This is an optimization exercise on Yosys and OpenROAD, whose aim is small area, a short achievable clock period and few clock cycles, not a production implementation.
RTL that was checked went through simulation tests only; none was proved equivalent to the original.

// c2b_rx
module c2b_rx (
    input  wire       clk,
    input  wire       rst,           
    input  wire       rx_valid,
    input  wire [8:0] rx_word,
    output wire       rx_ready,
    output wire       out_valid,
    output wire [7:0] out_data,
    output wire       out_sof,
    output wire       out_eof,
    output wire       err_crc,
    output wire       err_overrun
);
    localparam integer K  = 10;           
    localparam integer D  = 26;           
    localparam integer R  = K * D;        
    localparam integer IW = 4;            
    localparam integer PW = 5;            
    function [15:0] crc_byte;
        input [15:0] crc;
        input [7:0]  b;
        integer i;
        reg [15:0] c;
        begin
            c = crc ^ {b, 8'h00};
            for (i = 0; i < 8; i = i + 1)
                c = c[15] ? ((c << 1) ^ 16'h1021) : (c << 1);
            crc_byte = c;
        end
    endfunction
    reg  [7:0]   ring [0:R-1];
    reg  [K-1:0] wen;            
    reg  [7:0]   pw;             
    genvar gi;
    generate
        for (gi = 0; gi < R; gi = gi + 1) begin : g_ring
            if ((gi % D) == 1) begin : g_tap
                always @(posedge clk)
                    ring[gi] <= wen[gi / D] ? pw : ring[gi - 1];
            end else begin : g_pass
                always @(posedge clk)
                    ring[gi] <= ring[(gi + R - 1) % R];
            end
        end
    endgenerate
    reg        rst_q;
    reg        ready_r;
    reg        ovr_r, crc_r;     
    reg        open;             
    reg  [1:0] hcnt;             
    reg  [8:0] rem;              
    reg        nl;               
    reg        r2;               
    reg        pv;               
    reg        k_t;              
    reg        k_c;              
  ...
==> flow/config.mk <==
export PLATFORM = sky130hd
export DESIGN_NAME = c2b_rx
export DESIGN_NICKNAME = c2b_rx
export VERILOG_FILES = /design/flow/design.v
export SDC_FILE = /design/flow/constraint.sdc
export NUM_CORES = 4
export LEC_CHECK = 0
export CAP_MARGIN = 20
export CORE_MARGIN = 2
export CORE_UTILIZATION = 65
export CTS_CLUSTER_DIAMETER = 60
export CTS_CLUSTER_SIZE = 28
export PLACE_DENSITY = 0.75
export SLEW_MARGIN = 20
==> flow/constraint.sdc <==
create_clock -name core_clock -period 9.0 [get_ports {clk}]
set_input_delay 1.8000 -clock core_clock [delete_from_list [all_inputs] [get_ports {clk}]]
set_output_delay 1.8000 -clock core_clock [all_outputs]
set_load 0.01 [all_outputs]
standard.sh (not shown) runs the stock make flow with config.mk's settings and CLKGATE_MAP_FILE= SYNTH_SCRIPT=/design/flow/synth_recipe.tcl, a recipe that flattens the netlist after the stock synthesis.
==> flow/flow/run.sh <==
#!/bin/bash
# Standard layout (the standard.sh: ORFS synthesis through finish), with
# the port buffers made of plain buffers instead of the delay cells that
# buffer_ports picks by default, and timing repair aimed 6 ns below the
# clock period.
set -euo pipefail
export BUFFER_PORTS_ARGS="-buffer_cell sky130_fd_sc_hd__buf_4"
export SETUP_SLACK_MARGIN=6
bash standard.sh > standard.log 2>&1
The first run ran to the end with no violations.
Change:
--- a/flow/design.v
+++ b/flow/design.v
@@ -7,16 +7,16 @@
     output wire       out_valid,
     output wire [7:0] out_data,
     output wire       out_sof,
     output wire       out_eof,
     output wire       err_crc,
     output wire       err_overrun
 );
-    localparam integer K  = 10;           
-    localparam integer D  = 26;           
+    localparam integer K  = 13;           
+    localparam integer D  = 20;           
     localparam integer R  = K * D;        
     localparam integer IW = 4;            
     localparam integer PW = 5;            
     function [15:0] crc_byte;
         input [15:0] crc;
         input [7:0]  b;
         integer i;
@@ -118,14 +118,20 @@
     wire lo_ok  = (b == crc[7:0]) & (pw == crc[15:8]);
     wire n_pv   = (acc_i & ~ovr) | hold;
     wire n_kt   = acc_i ? ~(mk & open) : k_t;
     wire n_kc   = acc_i ?  (mk & open) : k_c;
     wire n_at   = n_pv & n_kt & n_alT & n_sp;
     wire n_ac   = n_pv & n_kc & n_alC & n_sp;
     integer k;
+    reg [7:0] tap_rd;
+    always @(*) begin
+        tap_rd = 8'd0;
+        for (k = 0; k < K; k = k + 1)
+            tap_rd = tap_rd | (ring[k * D] & {8{hi == k}});
+    end
     always @(posedge clk) begin
         rst_q   <= rst;
         ready_r <= ~rst & (rst_q | ~n_pv | n_at | n_ac);
         ovr_r   <= acc & ovr;
         crc_r   <= acc & ~mk & nl & ~lo_ok;
         if (acc_i) begin
             pw    <= b;
@@ -151,23 +157,21 @@
                     nl   <= r2;
                     r2   <= (rem == 9'd3);
                 end
             end
         end
         if ((at | ac) & (k_m | k_d))
             crc <= crc_byte(crc & {16{~k_m}}, pw);
-        for (k = 0; k < K; k = k + 1)
-            if (hi == k) od_r <= ring[k * D];
+        od_r  <= tap_rd;
         sof_r <= fire & (ohdr == 2'd0);
         eof_r <= fire & (ohdr == 2'd3) & (orem == 9'd1);
         ov_r  <= fire & ~rst & ~rst_q;
         if (fire) begin
             if (ohdr == 2'd2) begin
-                for (k = 0; k < K; k = k + 1)
-                    if (hi == k) orem <= {1'b0, ring[k * D]} + 9'd2;
+                orem <= {1'b0, tap_rd} + 9'd2;
             end else begin
                 orem <= orem - 9'd1;
             end
         end
         if (rst_q) begin
             pv    <= 1'b0;
             at    <= 1'b0;
After rerunning:
- synthesized area barely changes
- hold slack gets better by 0.029 ns
- global-route usage grows by 0.64 points
- final area grows by 0.42%
- critical path depth stays the same
Testbench counts after the change, summed over its fixed seeds: cycles 65,954.
The RTL of the first run of this note was laid out without a check of its function.

[separate check: timing with driven ports]
How much do the figures lean on ideal ports? The routed layouts below were timed once more, with nothing changed but the port constraints.
Step 1: set_driving_cell puts a clkbuf_16 on clk and a buf_2 on each other input, an assumption about the parent block.
Step 2, shift: input delay + t, output delay - t, t = (earliest + latest rising clock arrival at the registers) / 2. This alone moves slack from input paths to output paths.
Slacks: ideal ports / drivers / drivers and shift; pairs: ideal ports / drivers.
run	t (ns)	setup WS [ns]	worst setup path at the end	latest minus earliest clock arrival (ns)	worst data-port slew with drivers (ns)
the first run	0.742	5.885 / 5.819 / 5.533	input to register	0.072 / 0.072	0.04
the second run	0.736	6.012 / 5.944 / 5.442	input to register	0.040 / 0.040	0.04
After both steps setup and hold are still met in every run listed. For the second run, which loses most, drivers alone change the setup slack by -0.068 ns; drivers and shift together by -0.570 ns.
